From an optimization exercise on the open Yosys and OpenROAD flow, aimed at small area, a short achievable clock period and few clock cycles; shortcuts taken in it are not production practice.
The RTL was checked by simulation tests, not by an equivalence proof against the original design.
Power figures rest on the tool's default switching activity, not on a simulated workload.

==> inputs of branch juniper <==
// tgm_traj
module tgm_traj (
    input  wire        clk,
    input  wire        rst,
    input  wire [31:0] period_us,
    input  wire        cmd_valid,
    output wire        cmd_ready,
    input  wire [2:0]  cmd_op,
    input  wire [15:0] cmd_start,
    input  wire [15:0] cmd_end,
    input  wire [31:0] cmd_duration,
    input  wire        cmd_shape,
    output reg         rsp_valid,
    output wire [15:0] rsp_duty,
    output wire        rsp_active,
    output reg         rsp_ok
);
export LEC_CHECK = 0
export CAP_MARGIN = 20
export CORE_MARGIN = 2
export CORE_UTILIZATION = 65
export PLACE_DENSITY = 0.75
export SETUP_SLACK_MARGIN = 5
export SLEW_MARGIN = 20
export TNS_END_PERCENT = 100
create_clock -name core_clock -period 8.0 [get_ports {clk}]
run.sh (not shown) runs the stock make flow with config.mk's settings and CLKGATE_MAP_FILE= SYNTH_SCRIPT=/design/flow/synth_recipe.tcl, a recipe that flattens the netlist after the stock synthesis.
==> branch violet (differences from branch juniper) <==
--- a/flow/design.v
+++ b/flow/design.v
@@ -149,16 +149,15 @@
     reg [15:0] d_R, d_Q;
     reg [17:0] d_3T;
     reg [3:0]  dcnt;
     reg        d_l1;      
     reg        rv;
-    reg [15:0] r_vl, r_v1, r_X, r_dr;
+    reg [15:0] r_vl, r_dq, r_dr;
     reg [31:0] r_T;
-    reg [32:0] r_TmD;     
-    reg [33:0] r_K1;      
-    reg        r_sign, r_z, r_one, r_two, r_w1;
-    wire d_leave = dv & dd & !rv;
+    reg        r_sign, r_z, r_one, r_two;
+    wire d_last  = !dd & d_l1;                  
+    wire d_leave = dv & (dd | d_last) & !rv;
     wire t_leave = tv & td & (!dv | d_leave);
     wire t_load  = (!tv | t_leave) & (mcnt != 4'd0);
     wire        ts_neg = ts_b < ts_a;
     wire [15:0] ts_A   = ts_neg ? ts_a - ts_b : ts_b - ts_a;
     function [3:0] msb16(input [15:0] x);
@@ -272,44 +271,41 @@
         end else if (dv && !dd) begin
             d_R <= d_Rn;
             d_Q <= {d_Q[13:0], d_qd};
             dcnt <= dcnt - 4'd1;
             d_l1 <= (dcnt == 4'd2);
-            if (d_l1) dd <= 1'b1;    
+            if (d_l1) dd <= 1'b1;
         end
     end
-    wire [15:0] d_X   = d_sign ? ~d_Q : d_Q;   
-    wire [32:0] d_TmD;                        
-    wire [33:0] d_K1;                         
-    wire [15:0] d_v1;                         
-    wire        d_c0, d_c1, d_c2, d_w1;
-    tgm_add #(.W(33)) u_dtmd (.a({1'b0, d_T}), .b(~{17'd0, d_R}), .ci(1'b1), .s(d_TmD), .co(d_c0));
-    tgm_add #(.W(34)) u_dk1  (.a({2'b0, d_T}), .b(~{17'd0, d_R, 1'b0}), .ci(1'b1), .s(d_K1), .co(d_c1));
-    tgm_add #(.W(16)) u_dv1  (.a(d_vl), .b(d_X), .ci(d_sign), .s(d_v1), .co(d_c2));
-    tgm_ge  #(.W(33)) u_dw1  (.a({d_R, 1'b0}), .b({1'b0, d_T}), .ge(d_w1));   
     wire r_take;
     always @(posedge clk) begin
         if (rst) begin
             rv <= 1'b0;
         end else if (d_leave) begin
             rv <= 1'b1;
             r_vl <= d_vl;
-            r_v1 <= d_v1;
             r_T <= d_T;
-            r_TmD <= d_TmD;
-            r_K1 <= d_K1;
-            r_w1 <= d_w1;
-            r_X <= d_X;
-            r_dr <= d_R;
+            r_dq <= dd ? d_Q : {d_Q[13:0], d_qd};
+            r_dr <= dd ? d_R : d_Rn;
             r_sign <= d_sign;
             r_z <= d_z;
             r_one <= d_one;
             r_two <= d_two;
         end else if (r_take) begin
             rv <= 1'b0;
         end
     end
+    wire [15:0] r_X   = r_sign ? ~r_dq : r_dq;
+    wire [32:0] r_TmD;                      
+    wire [33:0] r_K1;                       
+    wire [15:0] r_v1;                       
+    wire        r_c0, r_c1, r_c2;
+    tgm_add #(.W(33)) u_rtmd (.a({1'b0, r_T}), .b(~{17'd0, r_dr}), .ci(1'b1), .s(r_TmD), .co(r_c0));
+    tgm_add #(.W(34)) u_rk1  (.a({2'b0, r_T}), .b(~{17'd0, r_dr, 1'b0}), .ci(1'b1), .s(r_K1), .co(r_c1));
+    tgm_add #(.W(16)) u_rv1  (.a(r_vl), .b(r_X), .ci(r_sign), .s(r_v1), .co(r_c2));
+    wire        r_w1;
+    tgm_ge  #(.W(33)) u_rw1  (.a({r_dr, 1'b0}), .b({1'b0, r_T}), .ge(r_w1));   
     reg [15:0] a_v;       
     reg [31:0] a_n;       
     reg        a_sub;     
     reg        a_n0, a_n1;
     reg [31:0] a_r;       
@@ -319,17 +315,17 @@
     reg [15:0] a_X;       
     reg        a_sign;
     reg        a_w;       
     wire [31:0] adv_r;
     wire [15:0] adv_v;
-    wire [33:0] adv_thr = a_w ? {a_TmD, 1'b0} : a_K1;
+    wire [33:0] adv_c;
     wire [31:0] adv_n;
-    wire        adv_r_co, adv_v_co, adv_n_co, adv_ge;
+    wire        adv_r_co, adv_v_co, adv_c_co, adv_n_co;
     tgm_add #(.W(32)) u_r (.a(a_r), .b(a_w ? ~a_TmD[31:0] : {16'd0, a_dr}), .ci(a_w), .s(adv_r), .co(adv_r_co));
     tgm_add #(.W(16)) u_v (.a(a_v), .b(a_X), .ci(a_w ^ a_sign), .s(adv_v), .co(adv_v_co));
-    tgm_ge #(.W(33)) u_c (.a({1'b0, a_r}), .b(adv_thr[32:0]), .ge(adv_ge));
-    wire        adv_w = adv_thr[33] | adv_ge;    
+    tgm_add #(.W(34)) u_c (.a({2'b0, a_r}), .b(~(a_w ? {a_TmD, 1'b0} : a_K1)), .ci(1'b1), .s(adv_c), .co(adv_c_co));
+    wire        adv_w = !adv_c[33];          
     tgm_add #(.W(32)) u_n (.a(a_n), .b({30'h3fffffff, !a_sub, a_sub}), .ci(1'b1), .s(adv_n), .co(adv_n_co));
     wire tick_eval = busy | c_tick;
     wire cnt0 = (cnt == 4'd0);
     wire cnt1 = (cnt == 4'd1);
     wire br_off   = !auto_en;
- CTS_CLUSTER_DIAMETER: default -> 60
- CTS_CLUSTER_SIZE: default -> 24
- SETUP_SLACK_MARGIN: 5 -> 4.5
==> branch maple (differences from branch juniper) <==
--- a/flow/design.v
+++ b/flow/design.v
@@ -149,16 +149,15 @@
     reg [15:0] d_R, d_Q;
     reg [17:0] d_3T;
     reg [3:0]  dcnt;
     reg        d_l1;      
     reg        rv;
-    reg [15:0] r_vl, r_v1, r_X, r_dr;
+    reg [15:0] r_vl, r_dq, r_dr;
     reg [31:0] r_T;
-    reg [32:0] r_TmD;     
-    reg [33:0] r_K1;      
-    reg        r_sign, r_z, r_one, r_two, r_w1;
-    wire d_leave = dv & dd & !rv;
+    reg        r_sign, r_z, r_one, r_two;
+    wire d_last  = !dd & d_l1;                  
+    wire d_leave = dv & (dd | d_last) & !rv;
     wire t_leave = tv & td & (!dv | d_leave);
     wire t_load  = (!tv | t_leave) & (mcnt != 4'd0);
     wire        ts_neg = ts_b < ts_a;
     wire [15:0] ts_A   = ts_neg ? ts_a - ts_b : ts_b - ts_a;
     function [3:0] msb16(input [15:0] x);
@@ -272,44 +271,41 @@
         end else if (dv && !dd) begin
             d_R <= d_Rn;
             d_Q <= {d_Q[13:0], d_qd};
             dcnt <= dcnt - 4'd1;
             d_l1 <= (dcnt == 4'd2);
-            if (d_l1) dd <= 1'b1;    
+            if (d_l1) dd <= 1'b1;
         end
     end
-    wire [15:0] d_X   = d_sign ? ~d_Q : d_Q;   
-    wire [32:0] d_TmD;                        
-    wire [33:0] d_K1;                         
-    wire [15:0] d_v1;                         
-    wire        d_c0, d_c1, d_c2, d_w1;
-    tgm_add #(.W(33)) u_dtmd (.a({1'b0, d_T}), .b(~{17'd0, d_R}), .ci(1'b1), .s(d_TmD), .co(d_c0));
-    tgm_add #(.W(34)) u_dk1  (.a({2'b0, d_T}), .b(~{17'd0, d_R, 1'b0}), .ci(1'b1), .s(d_K1), .co(d_c1));
-    tgm_add #(.W(16)) u_dv1  (.a(d_vl), .b(d_X), .ci(d_sign), .s(d_v1), .co(d_c2));
-    tgm_ge  #(.W(33)) u_dw1  (.a({d_R, 1'b0}), .b({1'b0, d_T}), .ge(d_w1));   
     wire r_take;
     always @(posedge clk) begin
         if (rst) begin
             rv <= 1'b0;
         end else if (d_leave) begin
             rv <= 1'b1;
             r_vl <= d_vl;
-            r_v1 <= d_v1;
             r_T <= d_T;
-            r_TmD <= d_TmD;
-            r_K1 <= d_K1;
-            r_w1 <= d_w1;
-            r_X <= d_X;
-            r_dr <= d_R;
+            r_dq <= dd ? d_Q : {d_Q[13:0], d_qd};
+            r_dr <= dd ? d_R : d_Rn;
             r_sign <= d_sign;
             r_z <= d_z;
             r_one <= d_one;
             r_two <= d_two;
         end else if (r_take) begin
             rv <= 1'b0;
         end
     end
+    wire [15:0] r_X   = r_sign ? ~r_dq : r_dq;
+    wire [32:0] r_TmD;                      
+    wire [33:0] r_K1;                       
+    wire [15:0] r_v1;                       
+    wire        r_c0, r_c1, r_c2;
+    tgm_add #(.W(33)) u_rtmd (.a({1'b0, r_T}), .b(~{17'd0, r_dr}), .ci(1'b1), .s(r_TmD), .co(r_c0));
+    tgm_add #(.W(34)) u_rk1  (.a({2'b0, r_T}), .b(~{17'd0, r_dr, 1'b0}), .ci(1'b1), .s(r_K1), .co(r_c1));
+    tgm_add #(.W(16)) u_rv1  (.a(r_vl), .b(r_X), .ci(r_sign), .s(r_v1), .co(r_c2));
+    wire        r_w1;
+    tgm_ge  #(.W(33)) u_rw1  (.a({r_dr, 1'b0}), .b({1'b0, r_T}), .ge(r_w1));   
     reg [15:0] a_v;       
     reg [31:0] a_n;       
     reg        a_sub;     
     reg        a_n0, a_n1;
     reg [31:0] a_r;       
@@ -319,17 +315,17 @@
     reg [15:0] a_X;       
     reg        a_sign;
     reg        a_w;       
     wire [31:0] adv_r;
     wire [15:0] adv_v;
-    wire [33:0] adv_thr = a_w ? {a_TmD, 1'b0} : a_K1;
+    wire [33:0] adv_c;
     wire [31:0] adv_n;
-    wire        adv_r_co, adv_v_co, adv_n_co, adv_ge;
+    wire        adv_r_co, adv_v_co, adv_c_co, adv_n_co;
     tgm_add #(.W(32)) u_r (.a(a_r), .b(a_w ? ~a_TmD[31:0] : {16'd0, a_dr}), .ci(a_w), .s(adv_r), .co(adv_r_co));
     tgm_add #(.W(16)) u_v (.a(a_v), .b(a_X), .ci(a_w ^ a_sign), .s(adv_v), .co(adv_v_co));
-    tgm_ge #(.W(33)) u_c (.a({1'b0, a_r}), .b(adv_thr[32:0]), .ge(adv_ge));
-    wire        adv_w = adv_thr[33] | adv_ge;    
+    tgm_add #(.W(34)) u_c (.a({2'b0, a_r}), .b(~(a_w ? {a_TmD, 1'b0} : a_K1)), .ci(1'b1), .s(adv_c), .co(adv_c_co));
+    wire        adv_w = !adv_c[33];          
     tgm_add #(.W(32)) u_n (.a(a_n), .b({30'h3fffffff, !a_sub, a_sub}), .ci(1'b1), .s(adv_n), .co(adv_n_co));
     wire tick_eval = busy | c_tick;
     wire cnt0 = (cnt == 4'd0);
     wire cnt1 = (cnt == 4'd1);
     wire br_off   = !auto_en;
- CTS_CLUSTER_DIAMETER: default -> 60
- CTS_CLUSTER_SIZE: default -> 24
==> summary.txt <==
The highest power belongs to branch juniper, the lowest to branch violet. Sequential share of layout area: branch juniper is lower than branch violet (3.1 points). Design area: branch juniper > branch maple > branch violet. Between branch juniper and branch violet, the lower core utilization is in branch violet (gap 6.4 points). Between branch violet and branch maple, the lower routed wire length is in branch violet (gap 12%, measured against branch maple). The lowest cell count belongs to branch violet, the highest to branch juniper. Of branch maple and branch juniper, branch juniper has the higher synthesized cell count (gap 0.42%, measured against branch juniper). Non-clock buffer count, lowest first: branch violet, branch juniper, branch maple. Count of clock-buffer cells in the layout, highest first: branch juniper, branch maple, branch violet.
==> figures <==
quantity                                                         branch violet  branch juniper  branch maple
Period minus WS final                                                  3.59 ns         3.67 ns       3.52 ns
Startpoint of the most critical hold path                              d_T[16]          r_X[4]       d_T[21]
Global routing usage on met2                                             53.9%           57.4%         58.9%
Post-route fraction of the period consumed by the critical path          44.9%           45.9%         44.0%
Sequential-to-total area share from yosys stat                           61.7%           63.3%         61.7%
# fillers                                                                 6854            5773          5870
Count of cells along the worst register-to-register path                    16              15            14
Setup slack of the worst register-to-register path                     4.41 ns         4.33 ns       4.48 ns
Global-route wire length before repair                               273000 um       302000 um     296000 um
Leakage                                                                28.2 nW         32.0 nW       30.4 nW
Worst hold margin                                                     0.414 ns        0.409 ns      0.405 ns
Outcome                                       no timing/DRC/antenna violations  no timing/DRC/antenna violations  no timing/DRC/antenna violations
Placeable core region                                              106000 um^2     109000 um^2   106000 um^2
Global Route Usage Sum                                                   33.2%           36.1%         36.3%
Routed metal-1 wire length                                            71100 um        78800 um      74700 um
Skew final                                                           0.0568 ns       0.0633 ns     0.0479 ns
Worst r2r dst                                                      duty_out[8]        r_K1[23]  duty_out[14]
Max Fanout on Critical Path                                                  3               4             5
Clock transition at the registers of the reported paths                0.09 ns         0.06 ns       0.08 ns
Met1 routing resource usage after global routing                         45.7%           48.5%         47.7%
Testbench counts of branch juniper, summed over its fixed seeds: cycles 20,798.
Testbench counts of branch violet, summed over its fixed seeds: cycles 20,653.
Testbench counts of branch maple, summed over its fixed seeds: cycles 20,653.

afterwards: timing with drivers on the ports:
No port has a modelled driver above. Below, the same layouts with a new extraction and two added sets of constraints. Step 1 assumes that a clkbuf_16 drives the clock port and a buf_2 every other input. Step 2, shift: input delay + t, output delay - t, t = (earliest + latest rising clock arrival at the registers) / 2. This alone moves slack from input paths to output paths. Three values: ideal, step 1, step 2; two values: the first two.
run	shift t [ns]	slack for setup (ns)	slew at the worst register clock pin (ns)
branch juniper	0.850	4.331 / 4.331 / 3.726	0.07 / 0.07
branch violet	0.797	4.407 / 4.407 / 3.843	0.09 / 0.09
branch maple	0.803	4.480 / 4.480 / 3.938	0.09 / 0.09
After both steps every run listed still meets setup and hold. For branch juniper, which loses most, drivers alone change the setup slack by 0.000 ns; drivers and shift together by -0.605 ns.
